Context: an optimization exercise on an open-source flow, tuned for small area, a short achievable clock period and few clock cycles per item. The choices shown serve that exercise and are no tape-out recipe.
In this exercise RTL edits were held to simulation tests only and were not proved equivalent to the original.
Power is estimated from default activity; no workload was simulated.

==> design.v <==
module uartty_core (
    input  wire        clk,
    input  wire        rst,
    input  wire [13:0] cfg_flags,
    input  wire [7:0]  cfg_erase_code,
    input  wire [7:0]  cfg_kill_code,
    input  wire [7:0]  cfg_werase_code,
    input  wire        ev_valid,
    input  wire [2:0]  ev_kind,
    input  wire [7:0]  ev_data,
    output wire        ev_ready,
    output wire        rsp_valid,
    output wire [1:0]  rsp_code,
    output wire [7:0]  rsp_data,
    output wire        rsp_txie,
    output wire        rsp_rd_ready,
    output wire        rsp_tx_full
);
    localparam [7:0] C_XON   = 8'h11;
    localparam [7:0] C_XOFF  = 8'h13;
    localparam [7:0] C_CR    = 8'h0D;
    localparam [7:0] C_NL    = 8'h0A;
    localparam [7:0] C_BS    = 8'h08;
    localparam [7:0] C_SP    = 8'h20;
    localparam [7:0] C_BEL   = 8'h07;
    localparam [7:0] C_CARET = 8'h5E;
    localparam [1:0] RES_OK    = 2'd0;
    localparam [1:0] RES_BYTE  = 2'd1;
    localparam [1:0] RES_FULL  = 2'd2;
    localparam [1:0] RES_EMPTY = 2'd3;
    wire cfg_canonical = cfg_flags[0];
    wire cfg_echo      = cfg_flags[1];
    wire cfg_echoe     = cfg_flags[2];
    wire cfg_echok     = cfg_flags[3];
    wire cfg_echoctl   = cfg_flags[4];
    wire cfg_echonl    = cfg_flags[5];
    wire cfg_icrnl     = cfg_flags[6];
    wire cfg_inlcr     = cfg_flags[7];
    wire cfg_igncr     = cfg_flags[8];
    wire cfg_istrip    = cfg_flags[9];
    wire cfg_ocrnl     = cfg_flags[10];
    wire cfg_onlcr     = cfg_flags[11];
    wire cfg_flow      = cfg_flags[12];
    wire cfg_bell      = cfg_flags[13];
    function is_ctl(input [7:0] c);
        is_ctl = (c < 8'h20) || (c == 8'h7F);
    endfunction
    reg [7:0] rx_mem [0:127];
    reg [6:0] rx_head, rx_tail;
    reg [6:0] pl_start;        
    reg [7:0] pl_w;            
    reg [6:0] sp_cnt;          
    reg [7:0] tx_mem [0:63];
    reg [5:0] tx_head, tx_tail;
    reg [7:0] backlog;         
    reg [1:0] es;              
    reg       txie, halt, plf;
    reg       a_valid;
    reg       a_rx, a_txrdy, a_rd, a_wr;
    reg [7:0] a_byte;          
    reg       a_xoff, a_xon, a_ign, a_erase, a_kill, a_werase;
    reg       a_nl, a_sp, a_wt2, a_need2;
    reg       a_echo;          
    reg       a_caret;         
    localparam [1:0] B_EXEC = 2'd0;    
    localparam [1:0] B_ECHO2 = 2'd1;   
    localparam [1:0] B_WER1 = 2'd2;    
    localparam [1:0] B_WER2 = 2'd3;    
    reg [1:0] bs;
    reg [7:0] b_byte;          
    reg       b_echo, b_caret, b_any;
    reg       r_valid;
    reg [1:0] r_code;
    reg [7:0] r_data;
    reg       r_txie, r_rdr, r_txf;
    wire b_busy = (bs != B_EXEC);
    assign ev_ready = !a_valid || !b_busy;
    assign rsp_valid    = r_valid;
    assign rsp_code     = r_code;
    assign rsp_data     = r_data;
    assign rsp_txie     = r_txie;
    assign rsp_rd_ready = r_rdr;
    assign rsp_tx_full  = r_txf;
    wire [7:0] in_b1 = cfg_istrip ? {1'b0, ev_data[6:0]} : ev_data;
    wire [7:0] in_b  = (cfg_icrnl && in_b1 == C_CR) ? C_NL :
                       (cfg_inlcr && in_b1 == C_NL) ? C_CR : in_b1;
    wire in_xoff  = cfg_flow && ev_data == C_XOFF;
    wire in_xon   = cfg_flow && ev_data == C_XON;
    wire in_ign   = !in_xoff && !in_xon && cfg_igncr && in_b1 == C_CR;
    wire in_plain = !in_xoff && !in_xon && !in_ign;
    wire in_erase = in_plain && cfg_canonical && (in_b == cfg_erase_code || in_b == C_BS);
    wire in_kill  = in_plain && cfg_canonical && !in_erase && in_b == cfg_kill_code;
    wire in_wer   = in_plain && cfg_canonical && !in_erase && !in_kill && in_b == cfg_werase_code;
    wire in_nl    = in_b == C_NL;
    wire in_ctl   = is_ctl(in_b);
    wire [7:0] in_byte = (ev_kind == 3'd1) ? in_b : ev_data;
    wire a_take = ev_valid && ev_ready;
    wire b_exec = !b_busy && a_valid;
    wire [6:0] rx_tail_m1 = rx_tail - 7'd1;
    wire [6:0] rx_tail_p1 = rx_tail + 7'd1;
    wire [6:0] rx_head_p1 = rx_head + 7'd1;
    wire [6:0] rx_count   = rx_tail - rx_head;
    wire       rx_empty   = rx_head == rx_tail;
    wire       pl_empty   = rx_tail == pl_start;
    wire [6:0] rx_raddr = (b_exec && a_rd) ? rx_head : rx_tail_m1;
    wire [7:0] rx_rdata = rx_mem[rx_raddr];
    wire       rd_c_sp  = rx_rdata == C_SP;
    wire       rd_c_wt2 = cfg_echoctl && is_ctl(rx_rdata);
    wire [5:0] tx_tail_p1 = tx_tail + 6'd1;
    wire [5:0] tx_tail_p2 = tx_tail + 6'd2;
    wire [5:0] tx_head_p1 = tx_head + 6'd1;
    wire       tx_full    = tx_tail_p1 == tx_head;
    wire       tx_full2   = tx_tail_p2 == tx_head;    
    wire       tx_empty   = tx_head == tx_tail;
    wire [7:0] tx_first   = tx_mem[tx_head];
    wire rd_ready = cfg_canonical ? (rx_head != pl_start) : !rx_empty;
    reg  [6:0] n_head, n_tail, n_pl_start, n_sp_cnt;
    reg  [7:0] n_pl_w, n_backlog;
    reg  [1:0] n_es, n_bs;
    reg        n_txie, n_halt, n_plf;
    reg  [5:0] n_tx_head;
    reg        enq;            
    reg  [7:0] enq_byte;
    reg        rx_we;
    reg        done;           
    reg  [1:0] n_code;
    reg  [7:0] n_data;
    reg  [7:0] n_b_byte;
    reg        n_b_echo, n_b_caret, n_b_any;
    task retract_one(input flag);
        begin
            n_tail = rx_tail_m1;
            n_pl_w = rd_c_wt2 ? pl_w - 8'd2 : pl_w - 8'd1;
            if (rd_c_sp) n_sp_cnt = sp_cnt - 7'd1;
            if (flag) begin
                n_backlog = rd_c_wt2 ? backlog + 8'd2 : backlog + 8'd1;
                n_txie = 1'b1;
            end
        end
    endtask
    task retract_line(input flag);
        begin
            n_tail = pl_start;
            n_pl_w = 8'd0;
            n_sp_cnt = 7'd0;
            if (flag && !pl_empty) begin
                n_backlog = backlog + pl_w;
                n_txie = 1'b1;
            end
        end
    endtask
    task echo_a;
        begin
            if (a_echo) begin
                enq = 1'b1;
                enq_byte = a_caret ? C_CARET : a_byte;
                if (a_caret) begin
                    n_bs = B_ECHO2;
                    done = 1'b0;
                end
            end
        end
    endtask
    always @(*) begin
        n_head = rx_head;
        n_tail = rx_tail;
        n_pl_start = pl_start;
        n_sp_cnt = sp_cnt;
        n_pl_w = pl_w;
        n_backlog = backlog;
        n_es = es;
        n_bs = bs;
        n_txie = txie;
        n_halt = halt;
        n_plf = plf;
        n_tx_head = tx_head;
        enq = 1'b0;
        enq_byte = a_byte;
        rx_we = 1'b0;
        done = 1'b0;
        n_code = RES_OK;
        n_data = 8'd0;
        n_b_byte = b_byte;
        n_b_echo = b_echo;
        n_b_caret = b_caret;
        n_b_any = b_any;
        case (bs)
        B_EXEC: if (a_valid) begin
            done = 1'b1;
            n_b_byte = a_byte;
            n_b_echo = a_echo;
            n_b_caret = a_caret;
            n_b_any = 1'b0;
            if (a_rx) begin
                if (a_xoff) begin
                    n_halt = 1'b1;
                    n_txie = 1'b0;
                end else if (a_xon) begin
                    n_halt = 1'b0;
                    n_txie = 1'b1;
                end else if (a_ign) begin
                end else if (a_erase) begin
                    if (!pl_empty) begin
                        retract_one(cfg_echoe);
                        if (!cfg_echoe) echo_a;
                    end
                end else if (a_kill) begin
                    retract_line(cfg_echok);
                    if (!cfg_echok && !pl_empty) echo_a;
                end else if (a_werase) begin
                    if (sp_cnt == 7'd0) begin
                        retract_line(cfg_echoe);
                        if (!cfg_echoe && !pl_empty) echo_a;
                    end else begin
                        done = 1'b0;
                        n_bs = B_WER1;
                        if (!rd_c_sp) n_bs = B_WER2;
                        retract_one(cfg_echoe);    
                        n_b_any = 1'b1;
                    end
                end else begin
                    if (a_need2 ? (rx_count <= 7'd125) : (rx_count != 7'd127)) begin
                        rx_we = 1'b1;
                        n_tail = rx_tail_p1;
                        if (cfg_canonical && a_nl) begin
                            n_pl_start = rx_tail_p1;
                            n_pl_w = 8'd0;
                            n_sp_cnt = 7'd0;
                        end else begin
                            n_pl_w = a_wt2 ? pl_w + 8'd2 : pl_w + 8'd1;
                            if (a_sp) n_sp_cnt = sp_cnt + 7'd1;
                        end
                        echo_a;
                    end else if (cfg_bell) begin
                        enq = 1'b1;
                        enq_byte = C_BEL;
                    end
                end
            end else if (a_txrdy) begin
                if (halt) begin
                    n_txie = 1'b0;
                end else if (plf) begin
                    n_plf = 1'b0;
                    n_code = RES_BYTE;
                    n_data = C_NL;
                end else if (es == 2'd0 && backlog != 8'd0) begin
                    n_backlog = backlog - 8'd1;
                    n_es = 2'd2;
                    n_code = RES_BYTE;
                    n_data = C_BS;
                end else if (es == 2'd2) begin
                    n_es = 2'd3;
                    n_code = RES_BYTE;
                    n_data = C_SP;
                end else if (es == 2'd3) begin
                    n_es = 2'd0;
                    n_code = RES_BYTE;
                    n_data = C_BS;
                end else if (!tx_empty) begin
                    n_tx_head = tx_head_p1;
                    n_code = RES_BYTE;
                    if (cfg_ocrnl && tx_first == C_CR) begin
                        n_data = C_NL;
                    end else if (cfg_onlcr && tx_first == C_NL) begin
                        n_data = C_CR;
                        n_plf = 1'b1;
                    end else begin
                        n_data = tx_first;
                    end
                end else begin
                    n_txie = 1'b0;
                end
            end else if (a_rd) begin
                if (rd_ready) begin
                    n_head = rx_head_p1;
                    n_code = RES_BYTE;
                    n_data = rx_rdata;
                end else begin
                    n_code = RES_EMPTY;
                end
            end else if (a_wr) begin
                enq = 1'b1;
                enq_byte = a_byte;
                n_code = tx_full ? RES_FULL : RES_OK;
            end
        end
        B_ECHO2: begin
            enq = 1'b1;
            enq_byte = b_byte ^ 8'h40;
            done = 1'b1;
            n_bs = B_EXEC;
        end
        default: begin    
            if (sp_cnt == 7'd0) begin
                retract_line(cfg_echoe);
                n_b_any = b_any || !pl_empty;
                done = 1'b1;
            end else if (bs == B_WER1 || !rd_c_sp) begin
                retract_one(cfg_echoe);
                n_b_any = 1'b1;
                if (!rd_c_sp) n_bs = B_WER2;
            end else begin
                done = 1'b1;
            end
            if (done) begin
                n_bs = B_EXEC;
                if (!cfg_echoe && n_b_any && b_echo) begin
                    enq = 1'b1;
                    enq_byte = b_caret ? C_CARET : b_byte;
                    if (b_caret) begin
                        n_bs = B_ECHO2;
                        done = 1'b0;
                    end
                end
            end
        end
        endcase
        if (enq) n_txie = 1'b1;
    end
    wire       tx_we   = enq && !tx_full;
    wire [5:0] n_tx_tail = tx_we ? tx_tail_p1 : tx_tail;
    wire       n_tx_full = tx_we ? (tx_full2 && n_tx_head == tx_head)
                                 : (n_tx_head == tx_head ? tx_full : 1'b0);
    wire       n_rdr = cfg_canonical ? (n_head != n_pl_start) : (n_head != n_tail);
    always @(posedge clk) begin
        if (rx_we) rx_mem[rx_tail] <= a_byte;
        if (tx_we) tx_mem[tx_tail] <= enq_byte;
    end
    always @(posedge clk) begin
        if (rst) begin
            a_valid  <= 1'b0;
            bs       <= B_EXEC;
            r_valid  <= 1'b0;
            rx_head  <= 7'd0;
            rx_tail  <= 7'd0;
            pl_start <= 7'd0;
            pl_w     <= 8'd0;
            sp_cnt   <= 7'd0;
            tx_head  <= 6'd0;
            tx_tail  <= 6'd0;
            backlog  <= 8'd0;
            es       <= 2'd0;
            txie     <= 1'b0;
            halt     <= 1'b0;
            plf      <= 1'b0;
        end else begin
            if (a_take)
                a_valid <= 1'b1;
            else if (b_exec)
                a_valid <= 1'b0;
            bs       <= n_bs;
            r_valid  <= done;
            rx_head  <= n_head;
            rx_tail  <= n_tail;
            pl_start <= n_pl_start;
            pl_w     <= n_pl_w;
            sp_cnt   <= n_sp_cnt;
            tx_head  <= n_tx_head;
            tx_tail  <= n_tx_tail;
            backlog  <= n_backlog;
            es       <= n_es;
            txie     <= n_txie;
            halt     <= n_halt;
            plf      <= n_plf;
        end
    end
    always @(posedge clk) begin
        if (a_take) begin
            a_rx     <= ev_kind == 3'd1;
            a_txrdy  <= ev_kind == 3'd2;
            a_rd     <= ev_kind == 3'd3;
            a_wr     <= ev_kind == 3'd4;
            a_byte   <= in_byte;
            a_xoff   <= in_xoff;
            a_xon    <= in_xon;
            a_ign    <= in_ign;
            a_erase  <= in_erase;
            a_kill   <= in_kill;
            a_werase <= in_wer;
            a_nl     <= in_nl;
            a_sp     <= in_b == C_SP;
            a_wt2    <= cfg_echoctl && in_ctl;
            a_need2  <= cfg_canonical && !in_nl;
            a_echo   <= in_nl ? (cfg_echo || cfg_echonl) : cfg_echo;
            a_caret  <= !in_nl && cfg_echo && cfg_echoctl && in_ctl;
        end
        if (b_exec || b_busy) begin
            b_byte  <= n_b_byte;
            b_echo  <= n_b_echo;
            b_caret <= n_b_caret;
            b_any   <= n_b_any;
        end
        if (done) begin
            r_code <= n_code;
            r_data <= n_data;
            r_txie <= n_txie;
            r_rdr  <= n_rdr;
            r_txf  <= n_tx_full;
        end
    end
endmodule
==> run.sh <==
#!/bin/bash
# synth_recipe.tcl (not shown) runs the flow's synth.tcl, then flattens the netlist and writes it again
# the make line also repeats each setting of config.mk as NAME=value (left out here)
make -C /OpenROAD-flow-scripts/flow DESIGN_CONFIG=/design/flow/config.mk WORK_HOME=/design/flow/orfs CLKGATE_MAP_FILE= SYNTH_SCRIPT=/design/flow/synth_recipe.tcl finish
==> config.mk <==
export PLATFORM = sky130hd
export DESIGN_NAME = uartty_core
export DESIGN_NICKNAME = uartty_core
export VERILOG_FILES = /design/flow/design.v
export SDC_FILE = /design/flow/constraint.sdc
export NUM_CORES = 4
export LEC_CHECK = 0
export CAP_MARGIN = 20
export CORE_MARGIN = 2
export CORE_UTILIZATION = 40
export SLEW_MARGIN = 20
==> constraint.sdc <==
create_clock -name core_clock -period 8.0 [get_ports {clk}]
set_input_delay 1.6000 -clock core_clock [delete_from_list [all_inputs] [get_ports {clk}]]
set_output_delay 1.6000 -clock core_clock [all_outputs]
set_load 0.01 [all_outputs]
==> results of run 1 <==
## synthesized netlist by cell type (all sizes together) (9+ instances only)
cell type / n
o31ai: 17
and3: 32
edfxtp: 1584
a31oi: 43
and2: 10
o22ai: 26
o32ai: 10
buf: 146
nor3: 38
a221oi: 10
a21o: 10
o21a: 10
o211ai: 17
nand3b: 13
o21ai: 100
a22oi: 38
a21oi: 169
xor2: 51
inv: 45
o311ai: 10
nand3: 209
mux4: 264
clkbuf: 139
nand2: 584
nand2b: 11
a32oi: 47
nor3b: 16
xnor2: 60
nor4: 35
mux2i: 161
ha: 35
or3: 12
nand4: 52
nor2b: 24
dfxtp: 65
nor2: 381
o221ai: 9
a211oi: 21
## flip-flops by register name, summed over array words and instances (netlist names), 2 cells and up
| signal | count |
|---|---|
| a_byte | 8 |
| b_byte | 8 |
| backlog | 8 |
| bs | 2 |
| es | 2 |
| pl_start | 7 |
| pl_w | 8 |
| r_code | 2 |
| r_data | 8 |
| rx_head | 7 |
| rx_mem | 1024 |
| rx_tail | 7 |
| sp_cnt | 7 |
| tx_head | 6 |
| tx_mem | 512 |
| tx_tail | 6 |
## worst paths after layout
check                               start            end
worst min register to register  sp_cnt[2]      sp_cnt[2]
worst max-delay path              a_valid  tx_mem[36][4]
worst max register to register    a_valid  tx_mem[36][4]
worst min-delay path            sp_cnt[2]      sp_cnt[2]
## power by group through the flow
stage / Clock (mW) / Combinational (mW) / Sequential, mW
finish: 7.67 / 0.916 / 9.50
global route: 8.11 / 0.968 / 9.49
CTS: 7.76 / 0.909 / 9.50
detailed placement: 0 / 0.907 / 9.68
global placement: 0 / 0.894 / 9.68
floorplan: 0 / 0.471 / 9.72
## cell families (layout without fill, tap and decap cells)
family	Yosys count	count (layout)	synth area share
flops	1649	1649	0.698
simple gates	1450	1450	0.0931
compound gates	600	600	0.0566
mux	433	433	0.110
buf+inv	332	577	0.0218
xor+xnor	111	111	0.0139
fa+ha+maj	37	37	0.00683
other cells	0	1	0
## cell type report
cell class                 instances  area, um2  area share
clock inverter                   102        951      0.0120
multi-input combinational       2631      19800       0.250
sequential                      1649      48900       0.617
timing repair buffer             223       2050      0.0259
tap                             2325       2910      0.0367
inverter                          47        176     0.00223
clock buffer                     205       4390      0.0555
antenna                            1       2.50   0.0000316
## per-stage QoR
stage	std cells	setup slack, ns	utilization
floorplan	4612	0.203	-
global placement	6874	0.380	0.424
detailed placement	6875	0.565	0.425
CTS	7182	0.445	0.455
global route	7182	0.218	0.455
finish	7183	0.296	0.455
## layer usage
| metal | up-vias | share of wire |
|---|---|---|
| met5 | - | 0.000072 |
| met4 | 2 | 0.033 |
| met3 | 340 | 0.082 |
| met2 | 2041 | 0.47 |
| met1 | 21500 | 0.42 |
| li1 | 18200 | - |
## worst max-delay path: cells and delay by family, from the launching register on
family	cells	cell delay, ns
DFF	1	0.51
and+or+nand+nor	6	2.94
muxes	3	1.20
AOI/OAI and AO/OA	6	2.05
buffers and inverters	1	0.52
==> flow_summary.json, run 1 <==
{
  "postPlaceCellArea_mm2": 0.0738,
  "hold_viol_final": 0,
  "synth-seq-cells": 1649,
  "reg2reg_depth": 16,
  "syn-num-nets": 4701,
  "status": "no timing/DRC/antenna violations",
  "crit_slowest_cell": "mux2i_4",
  "syn_avg_cell_area_um2": 15.2,
  "syn_area_mm2": 0.0700,
  "vias": 42000,
  "crit_arrival_ns": 8.10,
  "clockBufferDepth": 3,
  "area.growth.synth_to_final_pct": 13.1,
  "clkSinkCount": 1649,
  "maxSlewHeadroom": 0.242,
  "rsz0062_at_grt": "no",
  "grt_pass1_wl_um": 284000,
  "core_area_mm2": 0.174,
  "tns_ns": 0,
  "r2r_slack_ns": 0.30,
  "layout_worst_path_cycle_share": 0.963,
  "power_switching_share": 0.222,
  "drc": 0,
  "fmax_mhz": 130,
  "gp_congestion": 0.902,
  "die_h_um": 422,
  "clock-root-buffer": "clkbuf_16",
  "crit_fanout": 27,
  "ir_worst_vdd_mv": 0.199,
  "slew_viol_final": 0,
  "post_cts_resized": 0,
  "final_common_cell": "edfxtp_1",
  "post_drt_wl_per_cell_um": 27.1,
  "cap_viol_max_count": 0,
  "worstSkewPairLatency_ns": 0.82,
  "path_cells": "and4bb_4 -> mux2i_4 -> buf_4 -> mux2i_1 -> mux2i_1 -> o221ai_1 -> o22ai_1 -> a221oi_1 -> o211ai_1 -> nor4_2 -> nand4_1 -> a21oi_2 -> o211ai_1 -> nor2_1 -> nand2_1 -> nor2_1",
  "leakagePower_nw": 24.9,
  "hold_buffers": 0,
  "dp_hpwl_um": 122000,
  "grt_pass1_vias": 40700,
  "drive_gt1_frac": 0.151,
  "start_util": 0.403,
  "seqPwrFrac": 0.525,
  "postRouteAntennaNets": 0,
  "fin_worst_skew_ns": 0.0539,
  "cts_max_level": 4,
  "finalSetupViolations": 0,
  "required_ns": 8.40,
  "async_flop_share": 0,
  "combPwrFrac": 0.051,
  "fillers": 15200,
  "layout.nets": 4807,
  "p_int_mw": 14.1,
  "use_met3": 0.0369,
  "period_needed_ns": 7.70,
  "synthFlopType": "edfxtp_1",
  "dr.pass1.iters": 6,
  "rows": 153,
  "drt_iter0_markers": 5344,
  "grt_max_degree": 101,
  "powerDensity_mw_per_mm2": 228,
  "grtUsageTotal": 0.214,
  "holdPathStages": 2,
  "final_area_mm2": 0.0792,
  "crit_path_start_kind": "flop",
  "endpoint_kind": "flop",
  "antenna_found_initial": 4,
  "p_clk_frac": 0.424,
  "synth_edf_count": 1584,
  "clk_pin_slew_worst_paths_ns": 0.07,
  "synth_top_area_share": 0.679,
  "power.switching_mw": 4.02,
  "synth_top_area_cell": "edfxtp_1",
  "fin_total_pwr_mw": 18.1,
  "die-width_um": 422,
  "tritoncts": "done",
  "use_met2": 0.334,
  "synthCells": 4612,
  "grt.overflow.total": 0,
  "worst_pin_slew_ns": 1.13,
  "viasPerCell": 5.85,
  "hold_path_class": "flop to flop",
  "cts_made_buffers": 166,
  "layout_common_cells": "1584 x edfxtp_1, 582 x nand2_1, 372 x nor2_1",
  "grtUsageMet1": 0.305,
  "io_buffers": 66,
  "die_area_mm2": 0.178,
  "ys_seq_area_frac": 0.698,
  "critical-path-max-stage-delay_ns": 0.81,
  "top_usage_layer": "met2",
  "wirelength_um": 195000,
  "postCtsSetupBuffers": 0,
  "ios": 67,
  "fin_hold_ws_ns": 0.533,
  "worst-setup-path-type": "flop to flop",
  "yosys_warnings": 1,
  "synth.top_cells.by_area": "edfxtp_1 68%, mux4_2 8.5%, nand2_1 3.1%, mux2i_1 2.2%, nor2_1 2.0%",
  "synth_cell_type_count": 91
}
Testbench counts, summed over its fixed seeds: cycles 24,270, events 24,000.
==> run 2: changes to the inputs <==
--- a/design.v
+++ b/design.v
@@ -47,11 +47,13 @@
     endfunction
     reg [7:0] rx_mem [0:127];
     reg [6:0] rx_head, rx_tail;
+    reg [6:0] rx_cnt;          
     reg [6:0] pl_start;        
     reg [7:0] pl_w;            
     reg [6:0] sp_cnt;          
     reg [7:0] tx_mem [0:63];
     reg [5:0] tx_head, tx_tail;
+    reg [5:0] tx_cnt;          
     reg [7:0] backlog;         
     reg [1:0] es;              
     reg       txie, halt, plf;
@@ -59,6 +61,7 @@
     reg       a_rx, a_txrdy, a_rd, a_wr;
     reg [7:0] a_byte;          
     reg       a_xoff, a_xon, a_ign, a_erase, a_kill, a_werase;
+    reg       a_ins;           
     reg       a_nl, a_sp, a_wt2, a_need2;
     reg       a_echo;          
     reg       a_caret;         
@@ -94,34 +97,39 @@
     wire in_nl    = in_b == C_NL;
     wire in_ctl   = is_ctl(in_b);
     wire [7:0] in_byte = (ev_kind == 3'd1) ? in_b : ev_data;
-    wire a_take = ev_valid && ev_ready;
     wire b_exec = !b_busy && a_valid;
     wire [6:0] rx_tail_m1 = rx_tail - 7'd1;
     wire [6:0] rx_tail_p1 = rx_tail + 7'd1;
     wire [6:0] rx_head_p1 = rx_head + 7'd1;
-    wire [6:0] rx_count   = rx_tail - rx_head;
-    wire       rx_empty   = rx_head == rx_tail;
+    wire       rx_empty   = rx_cnt == 7'd0;
+    wire       rx_le125   = rx_cnt <= 7'd125;
+    wire       rx_ne127   = rx_cnt != 7'd127;
     wire       pl_empty   = rx_tail == pl_start;
     wire [6:0] rx_raddr = (b_exec && a_rd) ? rx_head : rx_tail_m1;
     wire [7:0] rx_rdata = rx_mem[rx_raddr];
     wire       rd_c_sp  = rx_rdata == C_SP;
     wire       rd_c_wt2 = cfg_echoctl && is_ctl(rx_rdata);
     wire [5:0] tx_tail_p1 = tx_tail + 6'd1;
-    wire [5:0] tx_tail_p2 = tx_tail + 6'd2;
     wire [5:0] tx_head_p1 = tx_head + 6'd1;
-    wire       tx_full    = tx_tail_p1 == tx_head;
-    wire       tx_full2   = tx_tail_p2 == tx_head;    
-    wire       tx_empty   = tx_head == tx_tail;
+    wire       tx_full    = tx_cnt == 6'd63;
+    wire       tx_full2   = tx_cnt == 6'd62;    
+    wire       tx_empty   = tx_cnt == 6'd0;
     wire [7:0] tx_first   = tx_mem[tx_head];
     wire rd_ready = cfg_canonical ? (rx_head != pl_start) : !rx_empty;
-    reg  [6:0] n_head, n_tail, n_pl_start, n_sp_cnt;
+    wire       admit    = a_need2 ? rx_le125 : rx_ne127;
+    wire [7:0] enq_byte = (bs == B_ECHO2) ? (b_byte ^ 8'h40) :
+                          bs[1]           ? (b_caret ? C_CARET : b_byte) :
+                          (a_ins && !admit) ? C_BEL :
+                          a_caret         ? C_CARET : a_byte;
+    reg  [6:0] n_head, n_tail, n_pl_start, n_sp_cnt, n_rx_cnt;
+    reg        f_rdr_set;      
+    reg        f_rd;           
+    reg        f_deq;          
     reg  [7:0] n_pl_w, n_backlog;
     reg  [1:0] n_es, n_bs;
     reg        n_txie, n_halt, n_plf;
     reg  [5:0] n_tx_head;
     reg        enq;            
-    reg  [7:0] enq_byte;
-    reg        rx_we;
     reg        done;           
     reg  [1:0] n_code;
     reg  [7:0] n_data;
@@ -130,6 +138,7 @@
     task retract_one(input flag);
         begin
             n_tail = rx_tail_m1;
+            n_rx_cnt = rx_cnt - 7'd1;
             n_pl_w = rd_c_wt2 ? pl_w - 8'd2 : pl_w - 8'd1;
             if (rd_c_sp) n_sp_cnt = sp_cnt - 7'd1;
             if (flag) begin
@@ -141,6 +150,7 @@
     task retract_line(input flag);
         begin
             n_tail = pl_start;
+            n_rx_cnt = pl_start - rx_head;
             n_pl_w = 8'd0;
             n_sp_cnt = 7'd0;
             if (flag && !pl_empty) begin
@@ -153,7 +163,6 @@
         begin
             if (a_echo) begin
                 enq = 1'b1;
-                enq_byte = a_caret ? C_CARET : a_byte;
                 if (a_caret) begin
                     n_bs = B_ECHO2;
                     done = 1'b0;
@@ -164,6 +173,10 @@
     always @(*) begin
         n_head = rx_head;
         n_tail = rx_tail;
+        n_rx_cnt = rx_cnt;
+        f_rdr_set = 1'b0;
+        f_rd = 1'b0;
+        f_deq = 1'b0;
         n_pl_start = pl_start;
         n_sp_cnt = sp_cnt;
         n_pl_w = pl_w;
@@ -175,8 +188,6 @@
         n_plf = plf;
         n_tx_head = tx_head;
         enq = 1'b0;
-        enq_byte = a_byte;
-        rx_we = 1'b0;
         done = 1'b0;
         n_code = RES_OK;
         n_data = 8'd0;
@@ -219,9 +230,10 @@
                         n_b_any = 1'b1;
                     end
                 end else begin
-                    if (a_need2 ? (rx_count <= 7'd125) : (rx_count != 7'd127)) begin
-                        rx_we = 1'b1;
+                    if (admit) begin
                         n_tail = rx_tail_p1;
+                        n_rx_cnt = rx_cnt + 7'd1;
+                        f_rdr_set = a_nl || !cfg_canonical;
                         if (cfg_canonical && a_nl) begin
                             n_pl_start = rx_tail_p1;
                             n_pl_w = 8'd0;
@@ -233,7 +245,6 @@
                         echo_a;
                     end else if (cfg_bell) begin
                         enq = 1'b1;
-                        enq_byte = C_BEL;
                     end
                 end
             end else if (a_txrdy) begin
@@ -258,6 +269,7 @@
                     n_data = C_BS;
                 end else if (!tx_empty) begin
                     n_tx_head = tx_head_p1;
+                    f_deq = 1'b1;
                     n_code = RES_BYTE;
                     if (cfg_ocrnl && tx_first == C_CR) begin
                         n_data = C_NL;
@@ -273,6 +285,8 @@
             end else if (a_rd) begin
                 if (rd_ready) begin
                     n_head = rx_head_p1;
+                    n_rx_cnt = rx_cnt - 7'd1;
+                    f_rd = 1'b1;
                     n_code = RES_BYTE;
                     n_data = rx_rdata;
                 end else begin
@@ -280,13 +294,11 @@
                 end
             end else if (a_wr) begin
                 enq = 1'b1;
-                enq_byte = a_byte;
                 n_code = tx_full ? RES_FULL : RES_OK;
             end
         end
         B_ECHO2: begin
             enq = 1'b1;
-            enq_byte = b_byte ^ 8'h40;
             done = 1'b1;
             n_bs = B_EXEC;
         end
@@ -306,7 +318,6 @@
                 n_bs = B_EXEC;
                 if (!cfg_echoe && n_b_any && b_echo) begin
                     enq = 1'b1;
-                    enq_byte = b_caret ? C_CARET : b_byte;
                     if (b_caret) begin
                         n_bs = B_ECHO2;
                         done = 1'b0;
@@ -319,12 +330,13 @@
     end
     wire       tx_we   = enq && !tx_full;
     wire [5:0] n_tx_tail = tx_we ? tx_tail_p1 : tx_tail;
-    wire       n_tx_full = tx_we ? (tx_full2 && n_tx_head == tx_head)
-                                 : (n_tx_head == tx_head ? tx_full : 1'b0);
-    wire       n_rdr = cfg_canonical ? (n_head != n_pl_start) : (n_head != n_tail);
+    wire [5:0] n_tx_cnt  = tx_we ? tx_cnt + 6'd1 : f_deq ? tx_cnt - 6'd1 : tx_cnt;
+    wire       n_tx_full = tx_we ? tx_full2 : (tx_full && !f_deq);
+    wire       rd_more   = cfg_canonical ? (rx_head_p1 != pl_start) : (rx_cnt != 7'd1);
+    wire       n_rdr     = f_rdr_set || (f_rd ? rd_more : rd_ready);
     always @(posedge clk) begin
-        if (rx_we) rx_mem[rx_tail] <= a_byte;
-        if (tx_we) tx_mem[tx_tail] <= enq_byte;
+        rx_mem[rx_tail] <= a_byte;
+        tx_mem[tx_tail] <= enq_byte;
     end
     always @(posedge clk) begin
         if (rst) begin
@@ -333,6 +345,8 @@
             r_valid  <= 1'b0;
             rx_head  <= 7'd0;
             rx_tail  <= 7'd0;
+            rx_cnt   <= 7'd0;
+            tx_cnt   <= 6'd0;
             pl_start <= 7'd0;
             pl_w     <= 8'd0;
             sp_cnt   <= 7'd0;
@@ -344,14 +358,14 @@
             halt     <= 1'b0;
             plf      <= 1'b0;
         end else begin
-            if (a_take)
-                a_valid <= 1'b1;
-            else if (b_exec)
-                a_valid <= 1'b0;
+            if (ev_ready)
+                a_valid <= ev_valid;
             bs       <= n_bs;
             r_valid  <= done;
             rx_head  <= n_head;
             rx_tail  <= n_tail;
+            rx_cnt   <= n_rx_cnt;
+            tx_cnt   <= n_tx_cnt;
             pl_start <= n_pl_start;
             pl_w     <= n_pl_w;
             sp_cnt   <= n_sp_cnt;
@@ -365,7 +379,7 @@
         end
     end
     always @(posedge clk) begin
-        if (a_take) begin
+        if (ev_ready) begin
             a_rx     <= ev_kind == 3'd1;
             a_txrdy  <= ev_kind == 3'd2;
             a_rd     <= ev_kind == 3'd3;
@@ -382,20 +396,17 @@
             a_wt2    <= cfg_echoctl && in_ctl;
             a_need2  <= cfg_canonical && !in_nl;
             a_echo   <= in_nl ? (cfg_echo || cfg_echonl) : cfg_echo;
-            a_caret  <= !in_nl && cfg_echo && cfg_echoctl && in_ctl;
-        end
-        if (b_exec || b_busy) begin
-            b_byte  <= n_b_byte;
-            b_echo  <= n_b_echo;
-            b_caret <= n_b_caret;
-            b_any   <= n_b_any;
-        end
-        if (done) begin
-            r_code <= n_code;
-            r_data <= n_data;
-            r_txie <= n_txie;
-            r_rdr  <= n_rdr;
-            r_txf  <= n_tx_full;
+            a_ins    <= ev_kind == 3'd1 && in_plain && !in_erase && !in_kill && !in_wer;
+            a_caret  <= ev_kind == 3'd1 && !in_nl && cfg_echo && cfg_echoctl && in_ctl;
         end
+        b_byte  <= n_b_byte;
+        b_echo  <= n_b_echo;
+        b_caret <= n_b_caret;
+        b_any   <= n_b_any;
+        r_code  <= n_code;
+        r_data  <= n_data;
+        r_txie  <= n_txie;
+        r_rdr   <= n_rdr;
+        r_txf   <= n_tx_full;
     end
 endmodule
==> run 2 against run 1 <==
  * Final area increased by 0.24%
  * Via count decreased by 1.7%
  * Global-route usage is 0.64 points lower
  * Cell count down 1.4%
  * Maximum frequency down 0.89%
  * Sequential share of layout area rose by 0.20 points
==> flow_summary.json, run 2 <==
{
  "status": "no timing/DRC/antenna violations",
  "synthCells": 4529,
  "vias": 41300,
  "dr.pass1.iters": 6,
  "viasPerCell": 5.83,
  "die_h_um": 423,
  "grt_max_degree": 88,
  "antenna_found_initial": 4,
  "required_ns": 8.70,
  "ys_top_cells_by_count": "1572 x edfxtp_1, 504 x nand2_1, 353 x nor2_1",
  "clkSinkCount": 1669,
  "seqPwrFrac": 0.521,
  "start_util": 0.403,
  "num_antenna_cells": 0,
  "cts_max_level": 4,
  "gp_congestion": 0.887,
  "grt_pass1_wl_um": 278000,
  "stdcell_count": 7084,
  "synth_compound_area_frac": 0.0548,
  "synth_edf_count": 1572,
  "synth-seq-cells": 1669,
  "die_area_mm2": 0.179,
  "ys_seq_area_frac": 0.699,
  "worst_pin_slew_ns": 1.22,
  "powerDensity_mw_per_mm2": 232,
  "die-width_um": 423,
  "synth_top_area_share": 0.672,
  "clock-root-buffer": "clkbuf_16",
  "drc": 0,
  "combPwrFrac": 0.056,
  "layout_common_cells": "1572 x edfxtp_1, 504 x nand2_1, 345 x nor2_1",
  "slew_viol_final": 0,
  "synth.most_common_cell": "edfxtp_1",
  "cap_viol_max_count": 0,
  "synthFlopType": "edfxtp_1",
  "worstSkewPairLatency_ns": 0.81,
  "maxSlewHeadroom": 0.183,
  "synth_top_family_by_area": "multiplexers",
  "power.switching_mw": 4.10,
  "p_clk_frac": 0.423,
  "ios": 67,
  "largest_reg_flops": 1024,
  "dp.cells": 6773,
  "postCtsSetupBuffers": 0,
  "hold_buffers": 0,
  "fin_hold_ws_ns": 0.512,
  "drive_gt1_frac": 0.151,
  "core_area_mm2": 0.174,
  "yosys_warnings": 1,
  "grt.overflow.total": 0,
  "tns_ns": 0,
  "async_flop_share": 0,
  "leakagePower_nw": 25.3,
  "synth-xor-area-share": 0.0120,
  "clk_pin_slew_worst_paths_ns": 0.06,
  "io_buffers": 66,
  "synth-simple-area-share": 0.0858,
  "syn_area_mm2": 0.0703,
  "syn-num-nets": 4623,
  "ir_worst_vdd_mv": 0.233,
  "postRouteAntennaNets": 0,
  "post_drt_wl_per_cell_um": 26.7,
  "endpoint_kind": "flop",
  "tritoncts": "done",
  "rsz0062_at_grt": "no",
  "final_common_cell": "edfxtp_1",
  "post_cts_resized": 0,
  "crit_fanout": 34,
  "hold_path_class": "flop to flop",
  "synth.top_cells.by_area": "edfxtp_1 67%, mux4_2 9.3%, dfxtp_1 2.8%, nand2_1 2.7%, mux2i_1 2.5%",
  "largest-register": "rx_mem",
  "p_int_mw": 14.3,
  "fin_worst_skew_ns": 0.0356,
  "drt_iter0_markers": 5236,
  "hold_viol_final": 0,
  "top_regs": "rx_mem: 1024 flops, tx_mem: 512 flops",
  "syn_avg_cell_area_um2": 15.5,
  "synth_cell_type_count": 92,
  "yosys.area_share.adder": 0.00780,
  "crit_path_start_kind": "flop",
  "cts_made_buffers": 169,
  "layout.nets": 4713,
  "grtUsageTotal": 0.208,
  "dp_slack_ns": 0.393,
  "layout_worst_path_cycle_share": 0.972,
  "area.growth.synth_to_final_pct": 12.9,
  "wirelength_um": 189000,
  "period_needed_ns": 7.77,
  "clockBufferDepth": 3,
  "fmax_mhz": 129,
  "fin_ws_ns": 0.227,
  "crit_arrival_ns": 8.47,
  "worst-setup-path-type": "flop to flop",
  "grt_pass1_vias": 40200,
  "rows": 153,
  "synth_top_area_cell": "edfxtp_1",
  "dp_hpwl_um": 119000,
  "power_switching_share": 0.223,
  "finalSetupViolations": 0,
  "synth.mux.area_fraction": 0.120
}
[run 2: power by group through the flow]
stage	sequential, mW	clock, mW	combinational [mW]
global placement	9.77	0	1.00
CTS	9.59	7.87	1.02
finish	9.59	7.78	1.02
floorplan	9.82	0	0.526
detailed placement	9.77	0	1.01
global route	9.59	8.21	1.08
[run 2: worst paths after layout]
| kind | startpoint | end | slack [ns] | cells past startpoint |
|---|---|---|---|---|
| setup / recovery | a_valid | tx_cnt[5] | 0.23 | 22 |
| hold / removal | tx_head[5] | tx_head[5] | 0.51 | 2 |
| setup reg to reg | a_valid | tx_cnt[5] | 0.23 | 22 |
| hold reg to reg | tx_head[5] | tx_head[5] | 0.51 | 2 |
[run 2: kinds of logic (layout without fill, tap and decap cells)]
logic type      Yosys count  in the layout
flops                  1669           1669
simple gates           1337           1337
compound gates          581            581
mux                     476            476
buf+inv                 330            560
xor+xnor                 94             94
fa+ha+maj                42             42
[run 2: worst max-delay path, stage by stage, from the launching register on]
cell	delay, ns
dfxtp_1	0.58
and4bb_2	0.40
buf_4	0.42
mux2_2	0.57
nor2_2	0.50
buf_4	0.33
a32oi_1	0.08
nand4_1	0.12
o21ai_0	0.21
a2111oi_0	0.98
nand4_1	0.67
nor4b_4	0.48
nand4_1	0.21
a31oi_4	0.23
nand2_1	0.25
ha_1	0.36
a21o_1	0.18
a21oi_1	0.22
nor2b_1	0.08
o21ai_0	0.14
nand2b_1	0.13
a31o_2	0.26
a211oi_1	0.22
[run 2: layer usage]
layer | wire (um) | GRT usage
met5 | 21 | 0
met1 | 79900 | 0.296
met4 | 5150 | 0.0593
met3 | 14600 | 0.0349
met2 | 89300 | 0.329
[run 2: metrics by stage]
stage | power, mW | util | instance area [um2]
final | 18.4 | 0.456 | 79400
after global routing | 18.9 | 0.456 | 79400
after CTS | 18.5 | 0.456 | 79400
after detailed placement | 10.8 | 0.424 | 73900
after global placement | 10.8 | 0.424 | 73900
after floorplan | 10.3 | - | 70300
[run 2: layout make-up]
| class | count | area (um2) |
|---|---|---|
| Clock inverter | 96 | 920 |
| Fill cell | 15100 | 94800 |
| Sequential cell | 1669 | 49200 |
| Inverter | 48 | 180 |
| Multi-Input combinational cell | 2530 | 19900 |
| Timing Repair Buffer | 201 | 1830 |
| Tap cell | 2325 | 2910 |
| Clock buffer | 215 | 4480 |
Testbench counts of run 2, summed over its fixed seeds: cycles 24,270, events 24,000.

## port drivers added, routing unchanged
No port has a modelled driver above. Below, the same layouts with a new extraction and two added sets of constraints. Step 1 assumes that a clkbuf_16 drives the clock port and a buf_2 every other input. Step 2 also shifts input and output timing later by t, the mid clock arrival at the registers, as if the neighbouring blocks saw the same clock. Three values: no drivers, after step 1, after step 2; two values: the first two.
run | t, ns | setup slack, ns | worst register clock-pin slew, ns | cell pins on the clock port's net
run 1 | 0.876 | 0.296 / 0.296 / 0.296 | 0.07 / 0.07 | 1
run 2 | 0.871 | 0.227 / 0.227 / 0.227 | 0.07 / 0.07 | 1
After both steps setup and hold are still met in every run listed.
